What follows belongs to an exercise in optimizing a design on an open flow for small area; a production flow would make more cautious choices.
RTL that was checked went through simulation tests only; none was proved equivalent to the original.
The RTL of runs 1 and 2 was laid out without a check of its function.
Power is estimated from default activity; no workload was simulated.

### flow/config.mk
export PLATFORM = sky130hd
export DESIGN_NAME = audio_sequencer_timing_fsm
export DESIGN_NICKNAME = audio_sequencer_timing_fsm
export VERILOG_FILES = /design/flow/design.v
export SDC_FILE = /design/flow/constraint.sdc
export NUM_CORES = 4
export LEC_CHECK = 0
export CAP_MARGIN = 20
export CORE_MARGIN = 2
export CORE_UTILIZATION = 40
export PLACE_DENSITY = 0.6
export SLEW_MARGIN = 20
### flow/constraint.sdc
create_clock -name core_clock -period 14.0 [get_ports {clk}]
set_input_delay 2.8000 -clock core_clock [delete_from_list [all_inputs] [get_ports {clk}]]
set_output_delay 2.8000 -clock core_clock [all_outputs]
set_load 0.01 [all_outputs]
### flow/design.v
module timing_fsm (
    input  wire        clk,
    input  wire        rst,
    input  wire        advance,
    input  wire [11:0] spt_i,
    input  wire [4:0]  loop_bars_i,
    output reg  [3:0]  bar,
    output reg  [6:0]  tick,
    output wire        tick_start
);
    reg [11:0] cnt;
    assign tick_start = (cnt[11:1] == 11'd0);
    wire load     = advance & tick_start;     
    wire tick_end = load & (tick == 7'd71);   
    wire [12:0] bw;
    wire [11:0] cnt_dec;
    assign bw[0] = advance & ~tick_start;
    genvar i;
    generate
        for (i = 0; i < 12; i = i + 1) begin : g_dec
            assign cnt_dec[i] = cnt[i] ^ bw[i];
            assign bw[i+1]    = ~cnt[i] & bw[i];
        end
    endgenerate
    wire [6:0] tick_inc;
    wire [3:0] bar_inc;
    rinc #(.W(7)) u_tick (.a(tick), .ci(load),     .s(tick_inc));
    rinc #(.W(4)) u_bar  (.a(bar),  .ci(tick_end), .s(bar_inc));
    wire bar_end = tick_end & ({1'b0, bar_inc} == loop_bars_i);
    always @(posedge clk) begin
        if (rst) begin
            bar  <= 4'd0;
            tick <= 7'd0;
            cnt  <= 12'd0;
        end else begin
            cnt  <= load ? spt_i : cnt_dec;
            tick <= tick_inc & {7{~tick_end}};
            bar  <= bar_inc & {4{~bar_end}};
        end
    end
endmodule
module ring_ctrl (
    input  wire       clk,
    input  wire       rst,
    input  wire       start_i,
    input  wire       complete_i,
    input  wire       frame_done,      
    output wire       may_fill,        
    output reg  [1:0] filling,
    output reg  [4:0] frame_idx,
    output reg        stream_start_o,
    output wire [1:0] stream_slot_o
);
    reg       prefill;
    reg       started;
    reg [1:0] playing;
    assign stream_slot_o = playing;
    wire [6:0] wc_inc;
    rinc #(.W(7)) u_inc (.a({filling, frame_idx}), .ci(frame_done), .s(wc_inc));
    assign may_fill = prefill || (frame_idx != 5'd0) ||
                      (started && filling != playing);
    always @(posedge clk) begin
        if (rst) begin
            frame_idx <= 5'd0;
            filling   <= 2'd0;
            prefill   <= 1'b1;
        end else begin
            {filling, frame_idx} <= wc_inc;
            if (frame_done && {filling, frame_idx} == 7'd127)
                prefill <= 1'b0;
        end
    end
    always @(posedge clk) begin
        if (rst) begin
            playing        <= 2'd3;
            started        <= 1'b0;
            stream_start_o <= 1'b0;
        end else begin
            stream_start_o <= 1'b0;
            if (!started) begin
                if (start_i && !prefill) begin
                    started        <= 1'b1;
                    playing        <= playing + 2'd1;
                    stream_start_o <= 1'b1;
                end
            end else if (complete_i) begin
                playing        <= playing + 2'd1;
                stream_start_o <= 1'b1;
            end
        end
    end
endmodule
module voice_bank (
    input  wire        clk,
    input  wire        clr,
    input  wire        trig_en,
    input  wire [7:0]  trig_sym,
    input  wire        step,
    input  wire [11:0] len_h,
    output wire [11:0] pos_h,
    output wire [3:0]  lvl_h
);
    reg [11:0] pos [0:5];
    reg [3:0]  lvl [0:5];
    wire hit = trig_en && (trig_sym >= 8'h31) && (trig_sym <= 8'h39);
    wire        playing = (pos[0] != 12'd0);
    wire [11:0] pos_inc;
    rinc #(.W(12)) u_inc (.a(pos[0]), .ci(step & playing), .s(pos_inc));
    wire        at_end  = step & (pos_inc == len_h);
    wire [11:0] pos_next = pos_inc & {12{~at_end}};
    integer i;
    always @(posedge clk) begin
        if (hit) begin
            pos[0] <= 12'd1;
            lvl[0] <= trig_sym[3:0] - 4'd1;
        end else if (clr) begin
            pos[0] <= 12'd0;
            lvl[0] <= 4'd0;
        end else begin
            pos[0] <= pos[5];
            lvl[0] <= lvl[5];
        end
        pos[1] <= pos_next;
        lvl[1] <= lvl[0];
        for (i = 2; i < 6; i = i + 1) begin
            pos[i] <= pos[i-1];
            lvl[i] <= lvl[i-1];
        end
    end
    assign pos_h = pos[0];
    assign lvl_h = lvl[0];
endmodule
module emphasis_gain_multiplier (
    input  wire       clk,
    input  wire [3:0] level,
    input  wire [7:0] volume,
    input  wire [5:0] pan,
    input  wire [2:0] k,
    output reg  [2:0] dig_l,
    output reg  [2:0] dig_r
);
    reg [6:0] emph;
    always @(*) begin
        case (level)
            4'd0: emph = 7'd0;
            4'd1: emph = 7'd12;
            4'd2: emph = 7'd24;
            4'd3: emph = 7'd36;
            4'd4: emph = 7'd48;
            4'd5: emph = 7'd60;
            4'd6: emph = 7'd72;
            4'd7: emph = 7'd84;
            default: emph = 7'd96;
        endcase
    end
    wire [8:0] gain;
    rca #(.W(8)) u_gain (.a(volume), .b({1'b0, emph}), .ci(1'b0),
                         .s(gain[7:0]), .co(gain[8]));
    wire [8:0] pp0 = gain & {9{pan[0]}};
    wire [8:0] pp1 = gain & {9{pan[1]}};
    wire [8:0] pp2 = gain & {9{pan[2]}};
    wire [8:0] pp3 = gain & {9{pan[3]}};
    wire [8:0] pp4 = gain & {9{pan[4]}};
    wire [9:0] t1, t2, t3, t4;
    rca #(.W(9)) u_m1 (.a({1'b0, pp0[8:1]}), .b(pp1), .ci(1'b0), .s(t1[8:0]), .co(t1[9]));
    rca #(.W(9)) u_m2 (.a(t1[9:1]),          .b(pp2), .ci(1'b0), .s(t2[8:0]), .co(t2[9]));
    rca #(.W(9)) u_m3 (.a(t2[9:1]),          .b(pp3), .ci(1'b0), .s(t3[8:0]), .co(t3[9]));
    rca #(.W(9)) u_m4 (.a(t3[9:1]),          .b(pp4), .ci(1'b0), .s(t4[8:0]), .co(t4[9]));
    wire [13:0] c_l = {t4[9:1] | (gain & {9{pan[5]}}), t4[0], t3[0], t2[0], t1[0], pp0[0]};
    wire [5:0]  bw;           
    wire [13:0] c_r;
    assign bw[0] = 1'b0;
    genvar i;
    generate
        for (i = 0; i < 5; i = i + 1) begin : g_neg
            assign c_r[i]  = c_l[i] ^ bw[i];
            assign bw[i+1] = c_l[i] | bw[i];
        end
    endgenerate
    rca #(.W(9)) u_sub (.a(gain), .b(~c_l[13:5]), .ci(~bw[5]), .s(c_r[13:5]), .co());
    wire [16:0] x_l = {2'b00, c_l, 1'b0};
    wire [16:0] x_r = {2'b00, c_r, 1'b0};
    reg [2:0] sel_l, sel_r;
    always @(*) begin
        case (k)
            3'd0: begin sel_l = x_l[2:0];   sel_r = x_r[2:0];   end
            3'd1: begin sel_l = x_l[4:2];   sel_r = x_r[4:2];   end
            3'd2: begin sel_l = x_l[6:4];   sel_r = x_r[6:4];   end
            3'd3: begin sel_l = x_l[8:6];   sel_r = x_r[8:6];   end
            3'd4: begin sel_l = x_l[10:8];  sel_r = x_r[10:8];  end
            3'd5: begin sel_l = x_l[12:10]; sel_r = x_r[12:10]; end
            3'd6: begin sel_l = x_l[14:12]; sel_r = x_r[14:12]; end
            default: begin sel_l = x_l[16:14]; sel_r = x_r[16:14]; end
        endcase
    end
    always @(posedge clk) begin
        dig_l <= sel_l;
        dig_r <= sel_r;
    end
endmodule
module mixer_acc (
    input  wire        clk,
    input  wire        first,     
    input  wire        clear,     
    input  wire [2:0]  dig,       
    input  wire [15:0] s,
    output wire [15:0] word
);
    reg [19:0] acc;
    wire one = dig[1] ^ dig[0];
    wire two = (dig[2] & ~dig[1] & ~dig[0]) | (~dig[2] & dig[1] & dig[0]);
    wire neg = dig[2];
    wire [16:0] sx = {s[15], s};
    wire [16:0] s2 = {s, 1'b0};
    wire [16:0] y  = ({17{one}} & sx) | ({17{two}} & s2);
    wire [19:0] yx = {{3{y[16]}}, y} ^ {20{neg}};
    wire [19:0] sh = {{2{acc[19]}}, acc[19:2]};
    wire [19:0] base = ({20{~first}} & acc) | ({20{first & ~clear}} & sh);
    wire [19:0] sum;
    rca #(.W(20)) u_add (.a(base), .b(yx), .ci(neg), .s(sum), .co());
    always @(posedge clk)
        acc <= sum;
    assign word = acc[16:1];
endmodule
module rca #(parameter W = 8) (
    input  wire [W-1:0] a,
    input  wire [W-1:0] b,
    input  wire         ci,
    output wire [W-1:0] s,
    output wire         co
);
    wire [W:0] c;
    assign c[0] = ci;
    genvar i;
    generate
        for (i = 0; i < W; i = i + 1) begin : g
            assign s[i]   = a[i] ^ b[i] ^ c[i];
            assign c[i+1] = (a[i] & b[i]) | (c[i] & (a[i] ^ b[i]));
        end
    endgenerate
    assign co = c[W];
endmodule
module rinc #(parameter W = 8) (
    input  wire [W-1:0] a,
    input  wire         ci,
    output wire [W-1:0] s
);
    wire [W:0] c;
    assign c[0] = ci;
    genvar i;
    generate
        for (i = 0; i < W; i = i + 1) begin : g
            assign s[i]   = a[i] ^ c[i];
            assign c[i+1] = a[i] & c[i];
        end
    endgenerate
endmodule
module audio_sequencer_timing_fsm (
    input  wire        clk,
    input  wire        rst,             
    input  wire [11:0] spt_i,
    input  wire [4:0]  loop_bars_i,
    input  wire [35:0] pan_i,
    input  wire [47:0] vol_i,
    input  wire [17:0] smp_i,
    input  wire [95:0] len_i,
    input  wire        start_i,
    input  wire        complete_i,
    output wire        stream_start_o,
    output wire [1:0]  stream_slot_o,
    output wire        ring_we_o,
    output wire [1:0]  ring_slot_o,
    output wire [4:0]  ring_frame_o,
    output wire [31:0] ring_wdata_o,
    output wire        song_re_o,
    output wire [3:0]  song_b_o,
    input  wire [2:0]  song_d_i,
    output wire        pat_re_o,
    output wire [2:0]  pat_p_o,
    output wire [2:0]  pat_v_o,
    output wire [6:0]  pat_t_o,
    input  wire [7:0]  pat_d_i,
    output wire        samp_re_o,
    output wire [2:0]  samp_k_o,
    output wire [11:0] samp_i_o,
    input  wire [15:0] samp_d_i
);
    localparam [3:0] R_WRITE = 4'd8,
                     R_WAIT  = 4'd9;
    reg  [5:0] hv;        
    reg  [3:0] rc;        
    reg        boot;      
    wire h5      = hv[5];
    wire idle    = rc[3];
    wire may_fill;
    wire [3:0] rc_inc;
    rinc #(.W(4)) u_rinc (.a(rc), .ci(1'b1), .s(rc_inc));
    always @(posedge clk) begin
        if (rst) begin
            hv   <= 6'b000001;
            rc   <= R_WAIT;
            boot <= 1'b1;
        end else begin
            hv <= {hv[4:0], hv[5]};
            if (h5) begin
                boot <= 1'b0;
                if (idle)
                    rc <= may_fill ? 4'd0 : R_WAIT;
                else
                    rc <= rc_inc;
            end
        end
    end
    wire rc0     = (rc == 4'd0);
    wire wr      = (rc == R_WRITE) && hv[1];
    wire advance = rc0 && h5;
    ring_ctrl u_ring (
        .clk            (clk),
        .rst            (rst),
        .start_i        (start_i),
        .complete_i     (complete_i),
        .frame_done     (wr),
        .may_fill       (may_fill),
        .filling        (ring_slot_o),
        .frame_idx      (ring_frame_o),
        .stream_start_o (stream_start_o),
        .stream_slot_o  (stream_slot_o)
    );
    assign ring_we_o = wr;
    wire [3:0] bar;
    wire [6:0] tick;
    wire       tick_start;
    timing_fsm u_timing (
        .clk         (clk),
        .rst         (rst),
        .advance     (advance),
        .spt_i       (spt_i),
        .loop_bars_i (loop_bars_i),
        .bar         (bar),
        .tick        (tick),
        .tick_start  (tick_start)
    );
    assign song_re_o = 1'b1;
    assign song_b_o  = bar;
    assign pat_re_o  = 1'b1;
    assign pat_p_o   = song_d_i;
    assign pat_t_o   = tick;
    assign pat_v_o   = {hv[2] | hv[3], hv[0] | hv[1], hv[1] | hv[3] | hv[5]};
    wire trig_en = tick_start & ((rc0 & ~h5) | (h5 & idle & may_fill));
    reg  [2:0]  k_h;
    reg  [7:0]  vol_h;
    reg  [5:0]  pan_h;
    integer v;
    always @(*) begin
        k_h   = 3'd0;
        vol_h = 8'd0;
        pan_h = 6'd0;
        for (v = 0; v < 6; v = v + 1) begin
            k_h   = k_h   | (smp_i[3*v +: 3] & {3{hv[v]}});
            vol_h = vol_h | (vol_i[8*v +: 8] & {8{hv[v]}});
            pan_h = pan_h | (pan_i[6*v +: 6] & {6{hv[v]}});
        end
    end
    wire [11:0] len_h = len_i[12*k_h +: 12];
    wire [11:0] pos_h;
    wire [3:0]  lvl_h;
    voice_bank u_voices (
        .clk      (clk),
        .clr      (boot),
        .trig_en  (trig_en),
        .trig_sym (pat_d_i),
        .step     (rc == 4'd7),
        .len_h    (len_h),
        .pos_h    (pos_h),
        .lvl_h    (lvl_h)
    );
    assign samp_re_o = ~boot;
    assign samp_k_o  = k_h;
    assign samp_i_o  = pos_h;
    wire [2:0] dig_l, dig_r;
    emphasis_gain_multiplier u_gain (
        .clk    (clk),
        .level  (lvl_h),
        .volume (vol_h),
        .pan    (pan_h),
        .k      (rc[2:0]),
        .dig_l  (dig_l),
        .dig_r  (dig_r)
    );
    wire first  = hv[1];      
    wire [15:0] word_l, word_r;
    mixer_acc u_mix_l (
        .clk   (clk),
        .first (first),
        .clear (rc0),
        .dig   (dig_l),
        .s     (samp_d_i),
        .word  (word_l)
    );
    mixer_acc u_mix_r (
        .clk   (clk),
        .first (first),
        .clear (rc0),
        .dig   (dig_r),
        .s     (samp_d_i),
        .word  (word_r)
    );
    assign ring_wdata_o = {word_l, word_r};
endmodule
### flow/flow/run.sh
#!/bin/bash
# Standard ORFS layout with two changes:
#  - synthesis maps the logic with an area-oriented ABC script (abc_area.script);
#    everything else in synthesis (registers, flattening, renaming) is the standard flow's own
#  - every port gets the smallest buffer (buf_1)
set -euo pipefail
here=$(pwd)
sed 's|^source \$::env(SCRIPTS_DIR)/synth_preamble.tcl|&\nset abc_args [lreplace $abc_args 1 1 '"$here"'/flow/abc_area.script]|' \
    "$FLOW_HOME/scripts/synth.tcl" > my_synth.tcl
sed "s|source \$::env(SCRIPTS_DIR)/synth.tcl|source $here/my_synth.tcl|" synth_recipe.tcl > my_synth_recipe.tcl
sed "s|SYNTH_SCRIPT=[^ ]*|SYNTH_SCRIPT=$here/my_synth_recipe.tcl|" standard.sh > my_standard.sh
export BUFFER_PORTS_ARGS="-buffer_cell sky130_fd_sc_hd__buf_1"
bash my_standard.sh > standard.log 2>&1
### flow/flow/abc_area.script
&get -n
&st
&dch -x
&nf -R 1000 -p -F 10 -C 32
&put
topo
### flow/standard.sh
#!/bin/bash
# synth_recipe.tcl (not shown) runs the flow's synth.tcl, then flattens the netlist and writes it again
# the make line also repeats each setting of config.mk as NAME=value (left out here)
make -C /OpenROAD-flow-scripts/flow DESIGN_CONFIG=/design/flow/config.mk WORK_HOME=/design/flow/orfs CLKGATE_MAP_FILE= SYNTH_SCRIPT=/design/flow/synth_recipe.tcl "${@:-finish}"
==> tab_implementation.tex, run 1 <==
\begin{tabular}{lr}
\hline
Metric & Value \\
\hline
\multicolumn{2}{l}{\textbf{Status}} \\
Outcome & complete, no violations \\
\multicolumn{2}{l}{\textbf{Clock tree}} \\
H-tree Lvls & 4 \\
Post-CTS Setup Inserts & 0 \\
CTS Hold Buffers Added & 0 \\
CTS tree & yes \\
Clock slew at the register clock pins of the worst setup and hold paths & about 0.08 ns \\
CTS-repair resized insts & 0 \\
Clock tree root driver cell & sky130\_fd\_sc\_hd\_\_clkbuf\_16 \\
Maximum clock path buffer count & 2 \\
Clock sink total & $\sim$190 \\
Worst-Skew Late Latency & 0.43 ns \\
Number of buffers created by CTS & 17 \\
\multicolumn{2}{l}{\textbf{Finish}} \\
\# nets final & 1784 \\
Commonest non-fill, non-tap cell in the layout & sky130\_fd\_sc\_hd\_\_buf\_1 \\
Area added between synthesis and finish & 19.71\% \\
Most frequent cells in the layout & 314 x sky130\_fd\_sc\_hd\_\_buf\_1, 191 x sky130\_fd\_sc\_hd\_\_dfxtp\_1, 155 x sky130\_fd\_sc\_hd\_\_nand2\_1, 87 x sky130\_fd\_sc\_hd\_\_clkinv\_1, 79 x sky130\_fd\_sc\_hd\_\_fa\_1 \\
Antenna diode instance count & 0 \\
Share of final-layout standard cells stronger than drive strength 1 & 3.680\% \\
\multicolumn{2}{l}{\textbf{Power and ir drop}} \\
Maximum vdd drop & 101.5 uV \\
PnR Total Power & 2.095 mW \\
Leakage power summed over all cells & 4.907 nW \\
Total power divided by cell area & about 170 nW/um2 \\
\multicolumn{2}{l}{\textbf{Timing}} \\
Max-slew headroom at the worst pin & between 30\% and 40\% \\
Clock Skews & $\sim$0.011 ns \\
Setup TNS & 0 ns \\
Maximum frequency from static timing analysis & roughly 0.09 GHz \\
Final critical-path required period & 11.15 ns \\
Setup repair after global routing missed its margin & no \\
Number of max-slew violations in the final report & 0 \\
Hold violation total from the final report & 0 \\
Crit share post-route & 79.64\% \\
Number of setup violations in the final report & 0 \\
Least-Margin Pin Slew & 0.9950 ns \\
Smallest setup slack after layout & 2.850 ns \\
\multicolumn{2}{l}{\textbf{Floorplan}} \\
IO Pins & approximately 320 \\
Die width & 166.4 um \\
Core ar. & 25980 um2 \\
Die Y-Extent & 166.4 um \\
Cell row count & 59 \\
Starting utilization of the core area & 40.62\% \\
Full die area & 27700 um2 \\
\multicolumn{2}{l}{\textbf{Worst hold path}} \\
HP Start & u\_voices.pos[2][11]\$\_DFF\_P\_ \\
Class of the tightest hold or removal check & reg -> reg \\
\multicolumn{2}{l}{\textbf{Placed design}} \\
Placement-stage worst setup slack & approximately 2.4 ns \\
GP Congestion & 0.8613 \\
Half-perimeter wire length of the detailed placement result & 21600 um \\
IO Port Bufs & 315 \\
\multicolumn{2}{l}{\textbf{Setup path}} \\
Required time worst endpoint & 14.30 ns \\
Worst setup path category & in -> reg \\
Beginning of the critical path & vol\_i[42] \\
Endpoint type of the worst setup path & register \\
Launch instance of the worst register-to-register path & hv[5]\$\_SDFF\_PP0\_ \\
Largest fanout of any net on the critical path & 6 \\
Crit path launch type & input pin \\
Data arrival time of the worst path & 11.45 ns \\
\multicolumn{2}{l}{\textbf{Logic synthesis}} \\
Post-synthesis simple-gate area fraction & about 14\% \\
Sequential cell area fraction in the yosys report & 36.42\% \\
Register bit count reported by yosys & 192 \\
Mapped Area & 10560 um2 \\
Number of synthesized flops with an enable pin & 0 \\
Post-Synth Adder-Cell Area & between 20 and 25\% \\
Number of standard cells after synthesis & 1085 \\
Mapped Avg Cell Area & 9.728 um2 \\
Most used flip-flop cell after synthesis & sky130\_fd\_sc\_hd\_\_dfxtp\_1 \\
Yosys warns & 10 \\
Post-synth cell types & 43 \\
Proportion of synthesized area in mux cells & less than 1\% \\
Fraction of the mapped netlist area in compound gates & 15.75\% \\
Largest family of logic cells by synthesized area & adder cells \\
Parity-gate share of the synthesized area counting xor and xnor cells & 4.979\% \\
Share of synthesized registers carrying an async set or reset & 0\% \\
\multicolumn{2}{l}{\textbf{Drt}} \\
Final WL & 27470 um \\
DR WL/cell & about 16 um \\
Number of nets with antenna violations after detailed routing & 0 \\
Number of remaining DRC errors & 0 \\
Vias after detailed routing & 9041 \\
Number of optimization iterations in the first detailed-route pass & 8 \\
Per-cell via count in the routed design & 5.172 \\
Initial drt markers & 538 \\
\multicolumn{2}{l}{\textbf{Global route}} \\
Global-route congestion overflow total & 0 \\
Largest net degree at the start of global routing & 50 \\
First-pass GRT wire length & between 40000 and 50000 um \\
Vias in the first global route & 9069 \\
Antenna violations before repair & 0 \\
GRT Util Overall & 19.93\% \\
\multicolumn{2}{l}{\textbf{Job}} \\
Max capacitance violation total & 0 \\
\hline
\end{tabular}
[worst paths after layout]
| check | to | slack (ns) | cells past startpoint |
|---|---|---|---|
| setup / recovery | u_gain.dig_r[2]$_DFF_P_ | 2.85 | 26 |
| hold / removal | u_voices.pos[3][11]$_DFF_P_ | 0.32 | 0 |
| setup reg to reg | u_gain.dig_r[2]$_DFF_P_ | 4.63 | 26 |
| hold reg to reg | u_voices.pos[3][11]$_DFF_P_ | 0.32 | 0 |
[layer usage]
metal  wire length, um  up-vias  global-route usage (%)
met3              1636       37                   3.422
met2             13430      333                   34.76
met1             11790     4268                   25.07
li1                  -     4403                       -
met4               622        0                   6.559
met5                 0        -                       0
[state kept, by name, indices dropped and copies added, names as in the netlist, 4 cells and up, named ones only]
| register | cells |
|---|---|
| u_mix_r.acc | 20 |
| hv | 6 |
| u_timing.tick | 7 |
| u_ring.frame_idx | 5 |
| u_mix_l.acc | 20 |
| u_voices.pos | 72 |
| rc | 4 |
| u_voices.lvl | 24 |
| u_timing.bar | 4 |
| u_timing.cnt | 12 |
[worst max-delay path, cell delays in order]
cell and delay, ns:
sky130_fd_sc_hd__buf_1 0.07, sky130_fd_sc_hd__a222oi_1 0.34, sky130_fd_sc_hd__nand2_1 0.11, sky130_fd_sc_hd__ha_1 0.21, sky130_fd_sc_hd__fa_1 0.46, sky130_fd_sc_hd__fa_1 0.47, sky130_fd_sc_hd__fa_1 0.46, sky130_fd_sc_hd__fa_1 0.58
sky130_fd_sc_hd__clkinv_1 0.21, sky130_fd_sc_hd__a21oi_1 0.22, sky130_fd_sc_hd__fa_1 0.46, sky130_fd_sc_hd__fa_1 0.46, sky130_fd_sc_hd__fa_1 0.40, sky130_fd_sc_hd__fa_1 0.46, sky130_fd_sc_hd__fa_1 0.46, sky130_fd_sc_hd__fa_1 0.46
sky130_fd_sc_hd__fa_1 0.43, sky130_fd_sc_hd__clkinv_1 0.07, sky130_fd_sc_hd__fa_1 0.40, sky130_fd_sc_hd__fa_1 0.41, sky130_fd_sc_hd__fa_1 0.54, sky130_fd_sc_hd__nand2_1 0.08, sky130_fd_sc_hd__fa_1 0.43, sky130_fd_sc_hd__xor2_1 0.22
sky130_fd_sc_hd__o22a_1 0.17, sky130_fd_sc_hd__nand3_1 0.07
[cell usage after synthesis, types with 2 or more instances]
| master | instances | area, um2 |
|---|---|---|
| sky130_fd_sc_hd__a311oi_1 | 3 | 26.28 |
| sky130_fd_sc_hd__dfxtp_1 | 192 | 3844 |
| sky130_fd_sc_hd__and2_0 | 40 | 250.2 |
| sky130_fd_sc_hd__nand2_1 | 155 | 581.8 |
| sky130_fd_sc_hd__a222oi_1 | 35 | 350.3 |
| sky130_fd_sc_hd__nand3_1 | 11 | 55.05 |
| sky130_fd_sc_hd__a22oi_1 | 37 | 277.8 |
| sky130_fd_sc_hd__or3_1 | 2 | 12.51 |
| sky130_fd_sc_hd__a31oi_1 | 2 | 12.51 |
| sky130_fd_sc_hd__nor4_1 | 9 | 56.30 |
| sky130_fd_sc_hd__or2_0 | 4 | 25.02 |
| sky130_fd_sc_hd__nor2b_1 | 25 | 156.4 |
| sky130_fd_sc_hd__buf_4 | 37 | 277.8 |
| sky130_fd_sc_hd__or4_1 | 2 | 15.01 |
| sky130_fd_sc_hd__mux2i_1 | 7 | 70.07 |
| sky130_fd_sc_hd__a32oi_1 | 15 | 131.4 |
| sky130_fd_sc_hd__o21ai_0 | 57 | 285.3 |
| sky130_fd_sc_hd__clkinv_1 | 87 | 326.6 |
| sky130_fd_sc_hd__fa_1 | 79 | 1582 |
| sky130_fd_sc_hd__xor2_1 | 12 | 105.1 |
| sky130_fd_sc_hd__and3_1 | 15 | 93.84 |
| sky130_fd_sc_hd__a221oi_1 | 10 | 87.58 |
| sky130_fd_sc_hd__ha_1 | 59 | 738.2 |
| sky130_fd_sc_hd__nor3b_1 | 10 | 75.07 |
| sky130_fd_sc_hd__nor3_1 | 5 | 25.02 |
| sky130_fd_sc_hd__xnor2_1 | 48 | 420.4 |
| sky130_fd_sc_hd__o22ai_1 | 3 | 18.77 |
| sky130_fd_sc_hd__nand2b_1 | 4 | 25.02 |
| sky130_fd_sc_hd__a21o_1 | 2 | 15.01 |
| sky130_fd_sc_hd__nor2_1 | 32 | 120.1 |
| sky130_fd_sc_hd__nand4_1 | 4 | 25.02 |
| sky130_fd_sc_hd__a21oi_1 | 60 | 300.3 |
| sky130_fd_sc_hd__a211oi_1 | 12 | 90.09 |
[report_power, final]
part / total, mW / switching (mW) / leakage [nW] / internal, mW
clock: 0.500 / 0.251 / 0.302 / 0.249
combinational: 0.893 / 0.502 / 3.04 / 0.391
sequential: 0.703 / 0.0609 / 1.56 / 0.642
total: 2.10 / 0.814 / 4.91 / 1.28
[final cells by class]
class	count	area [um2]
fillers	2540	13350
multi-input cells	770	6113
flip-flops and latches	192	3845
repair buffers	332	1311
clock buffers	17	425.4
well taps	335	419.2
inverters	87	326.6
clock inverters	15	195.2
[logic make-up (layout without fill, tap and decap cells)]
group                    count (synthesis)  count (layout)
XOR/XNOR                                60              60
flip-flops                             192             192
adder cells (fa/ha/maj)                138             138
AO/OA/AOI/OAI                          244             244
multiplexers                             7               7
AND/OR/NAND/NOR                        319             319
other                                    1               2
buffers and inverters                  124             451
[metrics by stage]
step           instances  hold WS [ns]  instance area [um2]  utilization [%]
4_1_cts             1748        0.3244                12640            48.63
2_1_floorplan       1086        0.3096                10560                -
6_report            1748        0.3199                12640            48.63
3_5_place_dp        1716        0.3121                12020            46.24
3_3_place_gp        1716        0.3097                12020            46.24
5_1_grt             1748        0.3320                12640            48.63
==> run 2, diff against run 1 <==
--- a/flow/design.v
+++ b/flow/design.v
@@ -74,3 +74,3 @@
         if (rst) begin
-            playing        <= 2'd3;
+            playing        <= 2'd0;
             started        <= 1'b0;
@@ -78,13 +78,5 @@
         end else begin
-            stream_start_o <= 1'b0;
-            if (!started) begin
-                if (start_i && !prefill) begin
-                    started        <= 1'b1;
-                    playing        <= playing + 2'd1;
-                    stream_start_o <= 1'b1;
-                end
-            end else if (complete_i) begin
-                playing        <= playing + 2'd1;
-                stream_start_o <= 1'b1;
-            end
+            stream_start_o <= started ? complete_i : (start_i & ~prefill);
+            started        <= started | (start_i & ~prefill);
+            playing        <= playing + {1'b0, started & complete_i};
         end
@@ -114,6 +106,6 @@
             pos[0] <= 12'd1;
-            lvl[0] <= trig_sym[3:0] - 4'd1;
+            lvl[0] <= trig_sym[3:0];
         end else if (clr) begin
             pos[0] <= 12'd0;
-            lvl[0] <= 4'd0;
+            lvl[0] <= 4'd1;
         end else begin
@@ -144,11 +136,11 @@
         case (level)
-            4'd0: emph = 7'd0;
-            4'd1: emph = 7'd12;
-            4'd2: emph = 7'd24;
-            4'd3: emph = 7'd36;
-            4'd4: emph = 7'd48;
-            4'd5: emph = 7'd60;
-            4'd6: emph = 7'd72;
-            4'd7: emph = 7'd84;
-            default: emph = 7'd96;
+            4'd2: emph = 7'd12;
+            4'd3: emph = 7'd24;
+            4'd4: emph = 7'd36;
+            4'd5: emph = 7'd48;
+            4'd6: emph = 7'd60;
+            4'd7: emph = 7'd72;
+            4'd8: emph = 7'd84;
+            4'd9: emph = 7'd96;
+            default: emph = 7'd0;
         endcase
@@ -288,8 +280,9 @@
     localparam [3:0] R_WRITE = 4'd8,
-                     R_WAIT  = 4'd9;
+                     R_WAIT  = 4'd9,
+                     R_BOOT  = 4'd11;    
     reg  [5:0] hv;        
     reg  [3:0] rc;        
-    reg        boot;      
     wire h5      = hv[5];
     wire idle    = rc[3];
+    wire boot    = rc[3] & rc[1];
     wire may_fill;
@@ -300,4 +293,3 @@
             hv   <= 6'b000001;
-            rc   <= R_WAIT;
-            boot <= 1'b1;
+            rc   <= R_BOOT;
         end else begin
@@ -305,3 +297,2 @@
             if (h5) begin
-                boot <= 1'b0;
                 if (idle)
@@ -314,3 +305,3 @@
     wire rc0     = (rc == 4'd0);
-    wire wr      = (rc == R_WRITE) && hv[1];
+    wire wr      = rc[3] & ~rc[1] & ~rc[0] & hv[1];
     wire advance = rc0 && h5;
--- a/flow/config.mk
+++ b/flow/config.mk
@@ -10,2 +10,5 @@
 export CORE_UTILIZATION = 40
+export CTS_BUF_LIST = sky130_fd_sc_hd__clkbuf_8
+export CTS_CLUSTER_DIAMETER = 30
+export CTS_CLUSTER_SIZE = 10
 export PLACE_DENSITY = 0.6
==> run 2 against run 1 <==
- utilization down 0.96 points
- total power up 0.18%
- critical path depth up 1
- hold slack gained 0.0081 ns
- final cell count decreased by 0.40%
==> tab_implementation.tex, run 2 <==
\begin{tabular}{lr}
\hline
Metric & Value \\
\hline
\multicolumn{2}{l}{\textbf{Drt}} \\
Number of nets with antenna violations after detailed routing & 0 (unchanged) \\
Final WL & 27530 um (+0.21\%) \\
Number of remaining DRC errors & 0 (unchanged) \\
DR WL/cell & 15.81 um (+0.61\%) \\
Initial drt markers & 639 (+19\%) \\
Number of optimization iterations in the first detailed-route pass & 7 (-1) \\
Vias after detailed routing & 8974 (-0.74\%) \\
Per-cell via count in the routed design & 5.155 (-0.34\%) \\
\multicolumn{2}{l}{\textbf{Clock tree}} \\
Maximum clock path buffer count & 2 (unchanged) \\
CTS-repair resized insts & 0 (unchanged) \\
Worst-Skew Late Latency & 0.46 ns (+0.03 ns) \\
Number of buffers created by CTS & 17 (unchanged) \\
Clock slew at the register clock pins of the worst setup and hold paths & 0.12 ns (+0.04 ns) \\
H-tree Lvls & 4 (unchanged) \\
CTS tree & yes \\
Post-CTS Setup Inserts & 0 (unchanged) \\
CTS Hold Buffers Added & 0 (unchanged) \\
Clock tree root driver cell & sky130\_fd\_sc\_hd\_\_clkbuf\_8 \\
Clock sink total & 192 (unchanged) \\
\multicolumn{2}{l}{\textbf{Setup path}} \\
Most frequent cell on the critical path & sky130\_fd\_sc\_hd\_\_fa\_1 \\
Data arrival time of the worst path & 11.38 ns (-0.07 ns) \\
Crit path launch type & input pin \\
Worst setup path category & in -> reg \\
Delay of the slowest cell on the worst path & 0.58 ns (about the same) \\
Endpoint type of the worst setup path & register \\
Required time worst endpoint & 14.33 ns (+0.03 ns) \\
Number of cells on the worst reg-to-reg path & 27 (+3.8\%) \\
Largest fanout of any net on the critical path & 7 (+1) \\
Register-to-register path setup slack & 4.63 ns (about the same) \\
Critical Path Slowest Stage Cell & sky130\_fd\_sc\_hd\_\_fa\_1 \\
\multicolumn{2}{l}{\textbf{Floorplan}} \\
Die width & 166.3 um (about the same) \\
IO Pins & 324 (unchanged) \\
Full die area & 27650 um2 (-0.20\%) \\
Cell row count & 59 (unchanged) \\
Die Y-Extent & 166.3 um (about the same) \\
Starting utilization of the core area & 40.54\% (-0.082 points) \\
Core ar. & 25980 um2 (unchanged) \\
\multicolumn{2}{l}{\textbf{Timing}} \\
Final critical-path required period & 11.06 ns (-0.09461 ns) \\
Crit share post-route & 78.97\% (-0.68 points) \\
Hold violation total from the final report & 0 (unchanged) \\
Clock Skews & 0.02304 ns (+0.01172 ns) \\
Setup repair after global routing missed its margin & no \\
Tightest hold margin & 0.3280 ns (+0.008097 ns) \\
Maximum frequency from static timing analysis & 0.09045 GHz (+0.86\%) \\
Max-slew headroom at the worst pin & 31.17\% (-2.5 points) \\
Number of max-slew violations in the final report & 0 (unchanged) \\
Least-Margin Pin Slew & 1.031 ns (+0.03608 ns) \\
Number of setup violations in the final report & 0 (unchanged) \\
Setup TNS & 0 ns (unchanged) \\
\multicolumn{2}{l}{\textbf{Global route}} \\
Routing layer with the top usage in global route & met2 \\
Global routing met2 resource utilization & 33.99\% (-0.78 points) \\
Met1 track utilization from global routing & 26.61\% (+1.5 points) \\
Vias in the first global route & 8969 (-1.1\%) \\
GR met3 Demand/Resource & 4.623\% (+1.2 points) \\
Largest net degree at the start of global routing & 62 (+24\%) \\
Antenna violations before repair & 2 (+2) \\
GRT Util Overall & 20.12\% (+0.19 points) \\
Global-route congestion overflow total & 0 (unchanged) \\
First-pass GRT wire length & 45420 um (+0.64\%) \\
\multicolumn{2}{l}{\textbf{Logic synthesis}} \\
Area share of the largest cell type after synthesis & 36.49\% (+0.074 points) \\
Register bit count reported by yosys & 192 (unchanged) \\
Cell accounting for the most synthesized area & sky130\_fd\_sc\_hd\_\_dfxtp\_1 \\
Sequential cell area fraction in the yosys report & 36.49\% (+0.074 points) \\
Mapped Avg Cell Area & 9.736 um2 (about the same) \\
Post-synth cell types & 44 (+2.3\%) \\
Yosys warns & 10 (unchanged) \\
Most used flip-flop cell after synthesis & sky130\_fd\_sc\_hd\_\_dfxtp\_1 \\
Leading cell types by count after synthesis & 192 x sky130\_fd\_sc\_hd\_\_dfxtp\_1, 159 x sky130\_fd\_sc\_hd\_\_nand2\_1, 83 x sky130\_fd\_sc\_hd\_\_clkinv\_1 \\
Leading post-synthesis cells by cell area & sky130\_fd\_sc\_hd\_\_dfxtp\_1 36\%, sky130\_fd\_sc\_hd\_\_fa\_1 15\%, sky130\_fd\_sc\_hd\_\_ha\_1 7.1\% \\
Number of synthesized flops with an enable pin & 0 (unchanged) \\
Number of standard cells after synthesis & 1082 (-0.28\%) \\
Mapped Area & 10530 um2 (-0.20\%) \\
Leading cell type by number of instances after synthesis & sky130\_fd\_sc\_hd\_\_dfxtp\_1 \\
Share of synthesized registers carrying an async set or reset & 0\% (unchanged) \\
\multicolumn{2}{l}{\textbf{Finish}} \\
Number of fillers in the final layout & 2584 (+1.7\%) \\
Largest reg by FF count & u\_voices.pos \\
Share of final-layout standard cells stronger than drive strength 1 & 3.416\% (-0.26 points) \\
Area added between synthesis and finish & 17.58\% \\
\# nets final & 1777 (-0.39\%) \\
Flip-flop count of the largest register, all copies and words added & 72 (unchanged) \\
Commonest non-fill, non-tap cell in the layout & sky130\_fd\_sc\_hd\_\_buf\_1 \\
Registers with the most flip-flops & u\_voices.pos: 72 flops, u\_voices.lvl: 24 flops \\
Most frequent cells in the layout & 314 x sky130\_fd\_sc\_hd\_\_buf\_1, 191 x sky130\_fd\_sc\_hd\_\_dfxtp\_1, 159 x sky130\_fd\_sc\_hd\_\_nand2\_1, 83 x sky130\_fd\_sc\_hd\_\_clkinv\_1, 79 x sky130\_fd\_sc\_hd\_\_fa\_1 \\
\multicolumn{2}{l}{\textbf{Worst hold path}} \\
Cell depth of the worst min-delay path & 0 (unchanged) \\
Class of the tightest hold or removal check & reg -> reg \\
\multicolumn{2}{l}{\textbf{Power and ir drop}} \\
Leakage power summed over all cells & 4.785 nW (-2.5\%) \\
Total power divided by cell area & 169.5 nW/um2 (+2.2\%) \\
PnR Total Power & 2.099 mW (+0.18\%) \\
Maximum vdd drop & 140.2 uV (+38\%) \\
\multicolumn{2}{l}{\textbf{Placed design}} \\
Half-perimeter wire length of the detailed placement result & 21650 um (+0.24\%) \\
GP Congestion & 0.9008 (+4.6\%) \\
IO Port Bufs & 315 (unchanged) \\
\multicolumn{2}{l}{\textbf{Status}} \\
Outcome & complete, no violations \\
\multicolumn{2}{l}{\textbf{Job}} \\
Max capacitance violation total & 0 (unchanged) \\
\hline
\end{tabular}
## run 2: cell types whose count changed after synthesis, sizes merged, moves of 5 or more
cell   change
and2      +12
and3      -13
xnor2      -9
xor2       +5
## run 2: cell type report
class | instances | area [um2] | share of cell area [%]
clock buffer | 17 | 234.0 | 1.889
inverter | 83 | 311.5 | 2.515
antenna | 1 | 2.502 | 0.02020
clock inverter | 15 | 185.2 | 1.495
tap | 335 | 419.2 | 3.384
sequential | 192 | 3845 | 31.04
timing repair buffer | 327 | 1274 | 10.28
multi-input combinational | 771 | 6115 | 49.37
## run 2: critical path, delay by kind of cell
family	cells	cell delay, ns
buf+inv	4	0.30
fa+ha+maj	16	6.73
xor+xnor	1	0.21
simple gates	4	0.66
compound gates	2	0.68
## run 2: where the power goes
group | switching [mW] | internal (mW) | total (mW)
registers | 0.0793 | 0.651 | 0.730
logic | 0.557 | 0.444 | 1.00
clock network | 0.229 | 0.139 | 0.368
total | 0.865 | 1.23 | 2.10
## run 2: worst paths after layout
kind	startpoint	end
max reg2reg	hv[5]$_SDFF_PP0_	u_gain.dig_r[2]$_DFF_P_
min	u_voices.pos[2][8]$_DFF_P_	u_voices.pos[3][8]$_DFF_P_
max	pan_i[24]	u_gain.dig_r[2]$_DFF_P_
min reg2reg	u_voices.pos[2][8]$_DFF_P_	u_voices.pos[3][8]$_DFF_P_
## run 2: layer usage
metal	vias to the layer above	wire [um]
met1	4289	12240
met2	278	13400
met3	22	1648
li1	4383	-
met4	2	226
met5	-	11
## run 2: cell families after synthesis
logic type / count (synthesis) / share of synthesized area, %
AO/OA/AOI/OAI: 250 / 16.13
AND/OR/NAND/NOR: 317 / 14.29
XOR/XNOR: 56 / 4.656
multiplexers: 7 / 0.6652
buffers and inverters: 120 / 5.595
other: 1 / 0.03560
adder cells (fa/ha/maj): 139 / 22.14
flip-flops: 192 / 36.49
## run 2: per-stage QoR
| stage | instances | setup WS [ns] | area [um2] | utilization, % |
|---|---|---|---|---|
| after floorplan | 1083 | 3.016 | 10540 | - |
| after global placement | 1708 | 2.545 | 11960 | 46.01 |
| after detailed placement | 1708 | 2.421 | 11960 | 46.01 |
| after CTS | 1740 | 2.923 | 12380 | 47.63 |
| after global routing | 1741 | 2.395 | 12390 | 47.66 |
| final | 1741 | 2.945 | 12390 | 47.66 |
==> run 3, diff against run 2 <==
--- a/flow/design.v
+++ b/flow/design.v
@@ -133,16 +133,11 @@
 );
-    reg [6:0] emph;
-    always @(*) begin
-        case (level)
-            4'd2: emph = 7'd12;
-            4'd3: emph = 7'd24;
-            4'd4: emph = 7'd36;
-            4'd5: emph = 7'd48;
-            4'd6: emph = 7'd60;
-            4'd7: emph = 7'd72;
-            4'd8: emph = 7'd84;
-            4'd9: emph = 7'd96;
-            default: emph = 7'd0;
-        endcase
-    end
+    wire [4:0] e3 = (level == 4'd2) ? 5'd3  :
+                    (level == 4'd3) ? 5'd6  :
+                    (level == 4'd4) ? 5'd9  :
+                    (level == 4'd5) ? 5'd12 :
+                    (level == 4'd6) ? 5'd15 :
+                    (level == 4'd7) ? 5'd18 :
+                    (level == 4'd8) ? 5'd21 :
+                    (level == 4'd9) ? 5'd24 : 5'd0;
+    wire [6:0] emph = {e3, 2'b00};
     wire [8:0] gain;
--- a/flow/config.mk
+++ b/flow/config.mk
@@ -7,3 +7,3 @@
 export LEC_CHECK = 0
-export CAP_MARGIN = 20
+export CAP_MARGIN = 0
 export CORE_MARGIN = 2
@@ -14,2 +14,2 @@
 export PLACE_DENSITY = 0.6
-export SLEW_MARGIN = 20
+export SLEW_MARGIN = 0
==> run 3 against run 2 <==
- still clean
- combinational power about the same
- hold slack better by 0.0032 ns
- critical path depth unchanged
- count of clock-buffer cells in the layout up 1
- area after synthesis down 1.5%
- critical endpoint unchanged
- largest power group unchanged
==> tab_implementation.tex, run 3 <==
\begin{tabular}{lr}
\hline
Metric & Value \\
\hline
\multicolumn{2}{l}{\textbf{Timing}} \\
Least-Margin Pin Slew & 0.9754 ns (-0.05568 ns) \\
Number of setup violations in the final report & 0 (unchanged) \\
Setup repair after global routing missed its margin & no \\
Setup TNS & 0 ns (unchanged) \\
Hold violation total from the final report & 0 (unchanged) \\
Max-slew headroom at the worst pin & 34.98\% (+3.8 points) \\
Crit share post-route & 79.83\% (+0.87 points) \\
Number of max-slew violations in the final report & 0 (unchanged) \\
Maximum frequency from static timing analysis & 0.08947 GHz (-1.1\%) \\
Clock Skews & 0.01550 ns (-0.007541 ns) \\
Final critical-path required period & 11.18 ns (+0.1213 ns) \\
\multicolumn{2}{l}{\textbf{Logic synthesis}} \\
Mapped Avg Cell Area & 9.660 um2 (-0.77\%) \\
Sequential cell area fraction in the yosys report & 36.08\% (-0.41 points) \\
Post-synthesis simple-gate area fraction & 13.80\% (-0.49 points) \\
Number of synthesized flops with an enable pin & 0 (unchanged) \\
Cell accounting for the most synthesized area & sky130\_fd\_sc\_hd\_\_dfxtp\_1 \\
Area share of the largest cell type after synthesis & 36.08\% (-0.41 points) \\
Mapped Area & 10370 um2 (-1.5\%) \\
Proportion of synthesized area in mux cells & 0.6753\% (+0.010 points) \\
Most used flip-flop cell after synthesis & sky130\_fd\_sc\_hd\_\_dfxtp\_1 \\
Number of standard cells after synthesis & 1074 (-0.74\%) \\
Post-synth cell types & 42 (-4.5\%) \\
Leading post-synthesis cells by cell area & sky130\_fd\_sc\_hd\_\_dfxtp\_1 36\%, sky130\_fd\_sc\_hd\_\_fa\_1 15\%, sky130\_fd\_sc\_hd\_\_ha\_1 6.6\% \\
Share of synthesized registers carrying an async set or reset & 0\% (unchanged) \\
Fraction of the mapped netlist area in compound gates & 16.96\% (+0.83 points) \\
Register bit count reported by yosys & 187 (-2.6\%) \\
Post-Synth Adder-Cell Area & 21.88\% (-0.26 points) \\
Leading cell types by count after synthesis & 187 x sky130\_fd\_sc\_hd\_\_dfxtp\_1, 159 x sky130\_fd\_sc\_hd\_\_nand2\_1, 83 x sky130\_fd\_sc\_hd\_\_clkinv\_1 \\
Yosys warns & 10 (unchanged) \\
Parity-gate share of the synthesized area counting xor and xnor cells & 4.896\% (+0.24 points) \\
Largest family of logic cells by synthesized area & adder cells \\
Leading cell type by number of instances after synthesis & sky130\_fd\_sc\_hd\_\_dfxtp\_1 \\
\multicolumn{2}{l}{\textbf{Global route}} \\
Global-route congestion overflow total & 0 (unchanged) \\
Largest net degree at the start of global routing & 50 (-19\%) \\
Antenna violations before repair & 0 (-2) \\
GRT Util Overall & 19.93\% (-0.19 points) \\
First-pass GRT wire length & 42880 um (-5.6\%) \\
Vias in the first global route & 8689 (-3.1\%) \\
\multicolumn{2}{l}{\textbf{Drt}} \\
Number of nets with antenna violations after detailed routing & 0 (unchanged) \\
DR WL/cell & 15.57 um (-1.6\%) \\
Vias after detailed routing & 8962 (-0.13\%) \\
Final WL & 26950 um (-2.1\%) \\
Initial drt markers & 775 (+21\%) \\
Per-cell via count in the routed design & 5.177 (+0.44\%) \\
Number of remaining DRC errors & 0 (unchanged) \\
Number of optimization iterations in the first detailed-route pass & 10 (+3) \\
\multicolumn{2}{l}{\textbf{Job}} \\
Max capacitance violation total & 0 (unchanged) \\
\multicolumn{2}{l}{\textbf{Floorplan}} \\
Cell row count & 58 (-1.7\%) \\
Core ar. & 25330 um2 (-2.5\%) \\
IO Pins & 324 (unchanged) \\
Die Y-Extent & 165.1 um (-0.74\%) \\
Starting utilization of the core area & 40.96\% (+0.43 points) \\
Full die area & 27240 um2 (-1.5\%) \\
Die width & 165.1 um (-0.74\%) \\
\multicolumn{2}{l}{\textbf{Placed design}} \\
Placement-stage cell area & 11810 um2 (-1.2\%) \\
IO Port Bufs & 315 (unchanged) \\
Half-perimeter wire length of the detailed placement result & 21150 um (-2.3\%) \\
GP Congestion & 0.9121 (+1.3\%) \\
Cell Count Post-Placement & 1698 (-0.59\%) \\
\multicolumn{2}{l}{\textbf{Setup path}} \\
Required time worst endpoint & 14.33 ns (about the same) \\
Crit path launch type & input pin \\
Worst setup path category & in -> reg \\
Most frequent cell on the critical path & sky130\_fd\_sc\_hd\_\_fa\_1 \\
Endpoint type of the worst setup path & register \\
Critical Path Slowest Stage Cell & sky130\_fd\_sc\_hd\_\_a222oi\_1 \\
Data arrival time of the worst path & 11.51 ns (+0.13 ns) \\
Largest fanout of any net on the critical path & 5 (-2) \\
Delay of the slowest cell on the worst path & 0.63 ns (+0.05 ns) \\
\multicolumn{2}{l}{\textbf{Clock tree}} \\
Worst-Skew Late Latency & 0.46 ns (about the same) \\
Clock slew at the register clock pins of the worst setup and hold paths & 0.10 ns (-0.02 ns) \\
Post-CTS Setup Inserts & 0 (unchanged) \\
H-tree Lvls & 4 (unchanged) \\
Clock tree root driver cell & sky130\_fd\_sc\_hd\_\_clkbuf\_8 \\
Number of buffers created by CTS & 17 (unchanged) \\
CTS tree & yes \\
CTS-repair resized insts & 0 (unchanged) \\
Maximum clock path buffer count & 2 (unchanged) \\
CTS Hold Buffers Added & 0 (unchanged) \\
Clock sink total & 187 (-2.6\%) \\
\multicolumn{2}{l}{\textbf{Worst hold path}} \\
Class of the tightest hold or removal check & reg -> reg \\
\multicolumn{2}{l}{\textbf{Finish}} \\
Area added between synthesis and finish & 17.57\% (about the same) \\
Flip-flop count of the largest register, all copies and words added & 72 (unchanged) \\
\# nets final & 1767 (-0.56\%) \\
Largest reg by FF count & u\_voices.pos \\
Share of final-layout standard cells stronger than drive strength 1 & 3.500\% (+0.084 points) \\
Commonest non-fill, non-tap cell in the layout & sky130\_fd\_sc\_hd\_\_buf\_1 \\
Post-route core utilization & 48.16\% (+0.50 points) \\
Final Non-Filler Cells & 1731 (-0.57\%) \\
Number of fillers in the final layout & 2458 (-4.9\%) \\
Most frequent cells in the layout & 314 x sky130\_fd\_sc\_hd\_\_buf\_1, 186 x sky130\_fd\_sc\_hd\_\_dfxtp\_1, 159 x sky130\_fd\_sc\_hd\_\_nand2\_1, 83 x sky130\_fd\_sc\_hd\_\_clkinv\_1, 79 x sky130\_fd\_sc\_hd\_\_fa\_1 \\
Registers with the most flip-flops & u\_voices.pos: 72 flops, u\_voices.lvl: 24 flops \\
Final design area excluding fillers & 12200 um2 (-1.5\%) \\
\multicolumn{2}{l}{\textbf{Power and ir drop}} \\
PnR Total Power & 2.060 mW (-1.9\%) \\
Total power divided by cell area & 168.9 nW/um2 (-0.34\%) \\
Maximum vdd drop & 118.8 uV (-15\%) \\
Leakage power summed over all cells & 4.675 nW (-2.3\%) \\
\multicolumn{2}{l}{\textbf{Status}} \\
Outcome & complete, no violations \\
\hline
\end{tabular}
run 3: cell types whose count changed after synthesis, sizes merged, moves of 3 or more:
cell / previous run / this run
a22oi: 39 / 36
a221oi: 9 / 12
ha: 60 / 55
a21oi: 61 / 73
and2: 52 / 41
dfxtp: 192 / 187
run 3: cells by family after synthesis:
logic type / after synthesis
DFF: 187
adders and majority gates: 134
muxes: 7
other: 1
AOI/OAI and AO/OA: 262
buffers and inverters: 120
xor gates and xnor gates: 58
and+or+nand+nor: 305
run 3: metrics by stage:
step / setup WS [ns] / hold slack [ns]
final: 2.823 / 0.3311
after floorplan: 2.925 / 0.3096
after global placement: 2.566 / 0.3098
after CTS: 2.898 / 0.3329
after detailed placement: 2.403 / 0.3121
after global routing: 2.340 / 0.3297
run 3: area by class of cell:
cell class | count | area, um2 | share of cell area (%)
Inverter | 83 | 311.5 | 2.554
Multi-Input combinational cell | 768 | 6048 | 49.58
Clock inverter | 14 | 133.9 | 1.098
Antenna cell | 1 | 2.502 | 0.02052
Tap cell | 330 | 412.9 | 3.385
Clock buffer | 18 | 247.7 | 2.031
Sequential cell | 187 | 3745 | 30.70
Timing Repair Buffer | 330 | 1296 | 10.63
run 3: path summary, 6_finish.rpt:
| path | from | to | slack [ns] | cells after the start |
|---|---|---|---|---|
| setup reg to reg | hv[3]$_SDFF_PP0_ | u_gain.dig_r[2]$_DFF_P_ | 4.59 | 26 |
| setup / recovery | pan_i[30] | u_gain.dig_r[2]$_DFF_P_ | 2.82 | 27 |
| hold / removal | u_voices.pos[2][6]$_DFF_P_ | u_voices.pos[3][6]$_DFF_P_ | 0.33 | 0 |
| hold reg to reg | u_voices.pos[2][6]$_DFF_P_ | u_voices.pos[3][6]$_DFF_P_ | 0.33 | 0 |
run 3: power breakdown:
| group | total [mW] | internal [mW] | switching, mW | leakage [nW] |
|---|---|---|---|---|
| registers | 0.689 | 0.637 | 0.0528 | 1.52 |
| logic | 1.03 | 0.451 | 0.577 | 2.96 |
| clock network | 0.342 | 0.135 | 0.207 | 0.193 |
run 3: critical path: cells and delay by family:
kind,cells,cell delay (ns)
adder cells (fa/ha/maj),16,6.70
AO/OA/AOI/OAI,2,0.80
AND/OR/NAND/NOR,4,0.69
buffers and inverters,4,0.28
XOR/XNOR,1,0.22
run 3: layer usage:
metal,GRT usage [%],wire length (um),vias to the layer above
li1,-,-,4378
met1,24.78,11410,4225
met2,34.53,13310,317
met3,4.146,1687,42
met4,6.482,535,0
met5,0,0,-
==> run 4, diff against run 3 <==
--- a/flow/config.mk
+++ b/flow/config.mk
@@ -7,3 +7,3 @@
 export LEC_CHECK = 0
-export CAP_MARGIN = 0
+export CAP_MARGIN = 20
 export CORE_MARGIN = 2
@@ -14,2 +14,2 @@
 export PLACE_DENSITY = 0.6
-export SLEW_MARGIN = 0
+export SLEW_MARGIN = 20
==> run 4 against run 3 <==
- worst setup slack is the same
- sequential cell count is the same
- critical path type unchanged
- first-iteration DRC count is the same
- critical endpoint unchanged
- total power is the same
- synthesized cell count is the same
==> tab_implementation.tex, run 4 <==
\begin{tabular}{lr}
\hline
Metric & Value \\
\hline
\multicolumn{2}{l}{\textbf{Worst hold path}} \\
Class of the tightest hold or removal check & reg -> reg \\
Capture endpoint of the worst hold path & u\_voices.pos[3][6]\$\_DFF\_P\_ \\
HP Start & u\_voices.pos[2][6]\$\_DFF\_P\_ \\
Cell depth of the worst min-delay path & 0 (unchanged) \\
\multicolumn{2}{l}{\textbf{Logic synthesis}} \\
Post-synth cell types & 42 (unchanged) \\
Register bit count reported by yosys & 187 (unchanged) \\
Area share of the largest cell type after synthesis & 36.08\% (unchanged) \\
Leading post-synthesis cells by cell area & sky130\_fd\_sc\_hd\_\_dfxtp\_1 36\%, sky130\_fd\_sc\_hd\_\_fa\_1 15\%, sky130\_fd\_sc\_hd\_\_ha\_1 6.6\% \\
Leading cell types by count after synthesis & 187 x sky130\_fd\_sc\_hd\_\_dfxtp\_1, 159 x sky130\_fd\_sc\_hd\_\_nand2\_1, 83 x sky130\_fd\_sc\_hd\_\_clkinv\_1 \\
Number of synthesized flops with an enable pin & 0 (unchanged) \\
Mapped Area & 10370 um2 (unchanged) \\
Yosys warns & 10 (unchanged) \\
Sequential cell area fraction in the yosys report & 36.08\% (unchanged) \\
Mapped Avg Cell Area & 9.660 um2 (unchanged) \\
Number of standard cells after synthesis & 1074 (unchanged) \\
Cell accounting for the most synthesized area & sky130\_fd\_sc\_hd\_\_dfxtp\_1 \\
Share of synthesized registers carrying an async set or reset & 0\% (unchanged) \\
Leading cell type by number of instances after synthesis & sky130\_fd\_sc\_hd\_\_dfxtp\_1 \\
Most used flip-flop cell after synthesis & sky130\_fd\_sc\_hd\_\_dfxtp\_1 \\
\multicolumn{2}{l}{\textbf{Finish}} \\
Flip-flop count of the largest register, all copies and words added & 72 (unchanged) \\
Area added between synthesis and finish & 17.57\% (unchanged) \\
Share of final-layout standard cells stronger than drive strength 1 & 3.500\% (unchanged) \\
Commonest non-fill, non-tap cell in the layout & sky130\_fd\_sc\_hd\_\_buf\_1 \\
Registers with the most flip-flops & u\_voices.pos: 72 flops, u\_voices.lvl: 24 flops \\
Most frequent cells in the layout & 314 x sky130\_fd\_sc\_hd\_\_buf\_1, 186 x sky130\_fd\_sc\_hd\_\_dfxtp\_1, 159 x sky130\_fd\_sc\_hd\_\_nand2\_1, 83 x sky130\_fd\_sc\_hd\_\_clkinv\_1, 79 x sky130\_fd\_sc\_hd\_\_fa\_1 \\
Number of fillers in the final layout & 2458 (unchanged) \\
Largest reg by FF count & u\_voices.pos \\
\# nets final & 1767 (unchanged) \\
\multicolumn{2}{l}{\textbf{Drt}} \\
Final WL & 26950 um (unchanged) \\
Number of nets with antenna violations after detailed routing & 0 (unchanged) \\
Vias after detailed routing & 8962 (unchanged) \\
Per-cell via count in the routed design & 5.177 (unchanged) \\
Number of remaining DRC errors & 0 (unchanged) \\
DR WL/cell & 15.57 um (unchanged) \\
Number of optimization iterations in the first detailed-route pass & 10 (unchanged) \\
Initial drt markers & 775 (unchanged) \\
\multicolumn{2}{l}{\textbf{Setup path}} \\
Register-to-register path setup slack & 4.59 ns (about the same) \\
Beginning of the critical path & pan\_i[30] \\
Largest fanout of any net on the critical path & 5 (unchanged) \\
Crit path launch type & input pin \\
Endpoint type of the worst setup path & register \\
Worst reg2reg path endpoint & u\_gain.dig\_r[2]\$\_DFF\_P\_ \\
Worst setup path category & in -> reg \\
Data arrival time of the worst path & 11.51 ns (about the same) \\
Required time worst endpoint & 14.33 ns (about the same) \\
Launch instance of the worst register-to-register path & hv[3]\$\_SDFF\_PP0\_ \\
Number of cells on the worst reg-to-reg path & 26 (unchanged) \\
\multicolumn{2}{l}{\textbf{Timing}} \\
Final critical-path required period & 11.18 ns (unchanged) \\
Least-Margin Pin Slew & 0.9754 ns (unchanged) \\
Max-slew headroom at the worst pin & 34.98\% (unchanged) \\
Hold violation total from the final report & 0 (unchanged) \\
Maximum frequency from static timing analysis & 0.08947 GHz (unchanged) \\
Number of max-slew violations in the final report & 0 (unchanged) \\
Smallest setup slack after layout & 2.823 ns (unchanged) \\
Crit share post-route & 79.83\% (unchanged) \\
Number of setup violations in the final report & 0 (unchanged) \\
Setup TNS & 0 ns (unchanged) \\
Clock Skews & 0.01550 ns (unchanged) \\
Setup repair after global routing missed its margin & no \\
\multicolumn{2}{l}{\textbf{Global route}} \\
First-pass GRT wire length & 42880 um (unchanged) \\
Largest net degree at the start of global routing & 50 (unchanged) \\
Vias in the first global route & 8689 (unchanged) \\
GRT Util Overall & 19.93\% (unchanged) \\
Antenna violations before repair & 0 (unchanged) \\
Global-route congestion overflow total & 0 (unchanged) \\
\multicolumn{2}{l}{\textbf{Clock tree}} \\
Clock tree root driver cell & sky130\_fd\_sc\_hd\_\_clkbuf\_8 \\
CTS-repair resized insts & 0 (unchanged) \\
Post-CTS Setup Inserts & 0 (unchanged) \\
Clock slew at the register clock pins of the worst setup and hold paths & 0.10 ns (about the same) \\
Number of buffers created by CTS & 17 (unchanged) \\
Maximum clock path buffer count & 2 (unchanged) \\
Worst-Skew Late Latency & 0.46 ns (about the same) \\
CTS tree & yes \\
Clock sink total & 187 (unchanged) \\
H-tree Lvls & 4 (unchanged) \\
CTS Hold Buffers Added & 0 (unchanged) \\
\multicolumn{2}{l}{\textbf{Placed design}} \\
IO Port Bufs & 315 (unchanged) \\
GP Congestion & 0.9121 (unchanged) \\
Placement-stage worst setup slack & 2.403 ns (unchanged) \\
Half-perimeter wire length of the detailed placement result & 21150 um (unchanged) \\
\multicolumn{2}{l}{\textbf{Power and ir drop}} \\
Total power divided by cell area & 168.9 nW/um2 (unchanged) \\
PnR Total Power & 2.060 mW (unchanged) \\
Leakage power summed over all cells & 4.675 nW (unchanged) \\
Maximum vdd drop & 118.8 uV (unchanged) \\
\multicolumn{2}{l}{\textbf{Floorplan}} \\
Die Y-Extent & 165.1 um (unchanged) \\
Starting utilization of the core area & 40.96\% (unchanged) \\
Cell row count & 58 (unchanged) \\
Die width & 165.1 um (unchanged) \\
IO Pins & 324 (unchanged) \\
Full die area & 27240 um2 (unchanged) \\
Core ar. & 25330 um2 (unchanged) \\
\multicolumn{2}{l}{\textbf{Status}} \\
Outcome & complete, no violations \\
\multicolumn{2}{l}{\textbf{Job}} \\
Max capacitance violation total & 0 (unchanged) \\
\hline
\end{tabular}
run 4: cell counts after synthesis:
Identical to the previous run, type by type.
run 4: final cells by class:
| cell class | instances | area (um2) | area share, % |
|---|---|---|---|
| antenna | 1 | 2.502 | 0.02052 |
| multi-input combinational | 768 | 6048 | 49.58 |
| clock buffer | 18 | 247.7 | 2.031 |
| tap | 330 | 412.9 | 3.385 |
| timing repair buffer | 330 | 1296 | 10.63 |
| sequential | 187 | 3745 | 30.70 |
| inverter | 83 | 311.5 | 2.554 |
| clock inverter | 14 | 133.9 | 1.098 |
run 4: stage by stage:
stage	area [um2]	hold slack (ns)	instances	util, %
floorplan	10380	0.3096	1075	-
global placement	11810	0.3098	1698	46.65
detailed placement	11810	0.3121	1698	46.65
CTS	12200	0.3329	1730	48.15
global route	12200	0.3297	1730	48.15
finish	12200	0.3311	1731	48.16
run 4: worst max path at each step:
stage	end	slack [ns]	cells past startpoint
floorplan	u_gain.dig_r[2]$_DFF_P_	2.93	26
global placement	u_gain.dig_r[2]$_DFF_P_	2.57	27
detailed placement	u_gain.dig_r[2]$_DFF_P_	2.40	27
CTS	u_gain.dig_r[2]$_DFF_P_	2.90	27
global route	u_gain.dig_r[2]$_DFF_P_	2.34	29
finish	u_gain.dig_r[2]$_DFF_P_	2.82	27
run 4: per-layer routing:
layer	wire [um]	global-route usage, %
met1	11410	24.78
met2	13310	34.53
met3	1687	4.146
met4	535	6.482
met5	0	0
run 4: logic make-up (layout without fill, tap and decap cells):
kind of cell / Yosys count / after routing / share of synthesized area [%]
and+or+nand+nor: 305 / 305 / 13.80
AOI/OAI and AO/OA: 262 / 262 / 16.96
DFF: 187 / 187 / 36.08
adders and majority gates: 134 / 134 / 21.88
buffers and inverters: 120 / 445 / 5.680
xor gates and xnor gates: 58 / 58 / 4.896
muxes: 7 / 7 / 0.6754
other: 1 / 3 / 0.03614
run 4: report_power, final:
group / internal [mW] / switching, mW / total (mW)
Sequential: 0.637 / 0.0528 / 0.689
Combinational: 0.451 / 0.577 / 1.03
Clock: 0.135 / 0.207 / 0.342
run 4: critical path, cell delays in order:
cell	delay, ns
sky130_fd_sc_hd__buf_1	0.07
sky130_fd_sc_hd__a222oi_1	0.63
sky130_fd_sc_hd__nand2_1	0.26
sky130_fd_sc_hd__and2_0	0.25
sky130_fd_sc_hd__ha_1	0.18
sky130_fd_sc_hd__clkinv_1	0.06
sky130_fd_sc_hd__fa_1	0.16
sky130_fd_sc_hd__clkinv_1	0.08
sky130_fd_sc_hd__fa_1	0.45
sky130_fd_sc_hd__fa_1	0.46
sky130_fd_sc_hd__fa_1	0.46
sky130_fd_sc_hd__fa_1	0.57
sky130_fd_sc_hd__fa_1	0.42
sky130_fd_sc_hd__fa_1	0.40
sky130_fd_sc_hd__fa_1	0.46
sky130_fd_sc_hd__fa_1	0.46
sky130_fd_sc_hd__fa_1	0.46
sky130_fd_sc_hd__fa_1	0.43
sky130_fd_sc_hd__clkinv_1	0.07
sky130_fd_sc_hd__fa_1	0.40
sky130_fd_sc_hd__fa_1	0.40
sky130_fd_sc_hd__fa_1	0.54
sky130_fd_sc_hd__nand2_1	0.10
sky130_fd_sc_hd__fa_1	0.45
sky130_fd_sc_hd__xor2_1	0.22
sky130_fd_sc_hd__o22a_1	0.17
sky130_fd_sc_hd__nand3_1	0.08
==> run 5, diff against run 4 <==
==> flow/flow/abc_area.script (replaced) <==
&get -n
&st
&dch -x
&nf -R 1000 -p -F 10 -C 32 -E 50
&put
topo
--- a/flow/config.mk
+++ b/flow/config.mk
@@ -7,3 +7,3 @@
 export LEC_CHECK = 0
-export CAP_MARGIN = 20
+export CAP_MARGIN = 0
 export CORE_MARGIN = 2
@@ -14,2 +14,2 @@
 export PLACE_DENSITY = 0.6
-export SLEW_MARGIN = 20
+export SLEW_MARGIN = 0
==> run 5 against run 4 <==
- still clean
- combinational power about the same
- synthesized cell count shrank 7.4%
- final area shrank 0.11%
- wire length is 0.50% higher
- critical path depth rose by 2
- non-clock buffer count increased by 5
- total power rose by 3.5%
- sequential cell count unchanged
- first-iteration DRC count decreased by 23%
- largest cell class unchanged
- largest power group unchanged
- highest routed layer unchanged
==> tab_implementation.tex, run 5 <==
\begin{tabular}{lr}
\hline
Metric & Value \\
\hline
\multicolumn{2}{l}{\textbf{Logic synthesis}} \\
Post-synthesis simple-gate area fraction & 11.42\% (-2.4 points) \\
Cell accounting for the most synthesized area & sky130\_fd\_sc\_hd\_\_dfxtp\_1 \\
Post-Synth Adder-Cell Area & 22.16\% (+0.29 points) \\
\multicolumn{2}{l}{\textbf{Finish}} \\
Largest reg by FF count & u\_voices.pos \\
Number of fillers in the final layout & 2436 (-0.90\%) \\
Share of final-layout standard cells stronger than drive strength 1 & 4.000\% (+0.50 points) \\
\multicolumn{2}{l}{\textbf{Global route}} \\
First-pass GRT wire length & 42210 um (-1.6\%) \\
\multicolumn{2}{l}{\textbf{Power and ir drop}} \\
Maximum vdd drop & 112.2 uV (-5.5\%) \\
PnR Total Power & 2.132 mW (+3.5\%) \\
Total power divided by cell area & 174.9 nW/um2 (+3.6\%) \\
\multicolumn{2}{l}{\textbf{Job}} \\
Max capacitance violation total & 0 (unchanged) \\
\multicolumn{2}{l}{\textbf{Worst hold path}} \\
Class of the tightest hold or removal check & reg -> reg \\
\multicolumn{2}{l}{\textbf{Setup path}} \\
Required time worst endpoint & 14.34 ns (about the same) \\
Most frequent cell on the critical path & sky130\_fd\_sc\_hd\_\_fa\_1 \\
Count of cell instances traversed by the critical path & 29 (+7.4\%) \\
Delay of the slowest cell on the worst path & 0.63 ns (about the same) \\
\multicolumn{2}{l}{\textbf{Status}} \\
Outcome & complete, no violations \\
\multicolumn{2}{l}{\textbf{Timing}} \\
Least-Margin Pin Slew & 0.9801 ns (+0.004774 ns) \\
Number of max-slew violations in the final report & 0 (unchanged) \\
Number of setup violations in the final report & 0 (unchanged) \\
\multicolumn{2}{l}{\textbf{Clock tree}} \\
Post-CTS Setup Inserts & 0 (unchanged) \\
\multicolumn{2}{l}{\textbf{Drt}} \\
Number of remaining DRC errors & 0 (unchanged) \\
\multicolumn{2}{l}{\textbf{Floorplan}} \\
Core ar. & 25180 um2 (-0.57\%) \\
\hline
\end{tabular}
-- run 5: changes by cell type after synthesis, sizes merged, moves of 10 or more --
cell and change:
a22o +32, clkinv -28, nand2 -49, nand3 -10, o21ai -34, xnor2 +11
-- run 5: worst reg2reg max path: cells and delay by family, from the launching register on --
family	cells	cell delay, ns
fa+ha+maj	16	6.69
xor+xnor	1	0.22
simple gates	3	0.59
compound gates	4	1.24
flops	1	0.49
buf+inv	5	0.66
-- run 5: layer usage --
metal	up-vias	track usage, %	routed length [um]
met4	0	7.257	650
met2	322	33.00	13090
met3	35	3.460	1627
met1	4184	26.40	11720
met5	-	0	0
li1	4206	-	-
-- run 5: final cells by class --
cell class | instances | area, um2 | share of cell area (%)
diodes | 1 | 2.502 | 0.02054
clock buffers | 17 | 234.0 | 1.920
clock inverters | 15 | 230.2 | 1.890
inverters | 55 | 206.4 | 1.694
multi-input cells | 716 | 6021 | 49.41
flip-flops and latches | 187 | 3744 | 30.72
well taps | 330 | 412.9 | 3.389
repair buffers | 335 | 1334 | 10.95
-- run 5: report_power, final --
group	internal, mW	leakage [nW]	total, mW	switching, mW
Combinational	0.470	2.91	1.02	0.552
Sequential	0.637	1.52	0.702	0.0654
Clock	0.189	0.235	0.407	0.219
Total	1.30	4.67	2.13	0.836
-- run 5: per-stage QoR --
step                cell area, um2  hold WS [ns]  std cells
finish                       12180        0.3293       1656
global route                 12180        0.3260       1656
CTS                          12180        0.3296       1655
detailed placement           11720        0.3121       1623
global placement             11720        0.3096       1623
floorplan                    10240        0.3096        995
-- run 5: cells by family (layout without fill, tap and decap cells) --
logic type | Yosys count | count (layout)
xor gates and xnor gates | 64 | 64
buffers and inverters | 92 | 422
AOI/OAI and AO/OA | 261 | 261
muxes | 12 | 12
DFF | 187 | 187
and+or+nand+nor | 243 | 243
other | 1 | 3
adders and majority gates | 134 | 134
-- run 5: how the worst max path moves through the flow --
stage / startpoint / end / slack (ns)
after floorplan: pan_i[24] / u_gain.dig_r[2]$_DFF_P_ / 2.46
after global placement: pan_i[24] / u_gain.dig_r[2]$_DFF_P_ / 1.98
after detailed placement: pan_i[30] / u_gain.dig_r[2]$_DFF_P_ / 1.80
after CTS: pan_i[24] / u_gain.dig_r[2]$_DFF_P_ / 2.30
after global routing: pan_i[25] / u_gain.dig_r[2]$_DFF_P_ / 1.65
final: pan_i[30] / u_gain.dig_r[2]$_DFF_P_ / 2.26

Check on run 5: ideal ports give 2.264 ns setup slack; a clkbuf_16 on the clock port and buf_2 on the inputs give 2.289 ns; moving port delays by the midpoint clock arrival (0.494 ns) as well gives 1.794 ns.
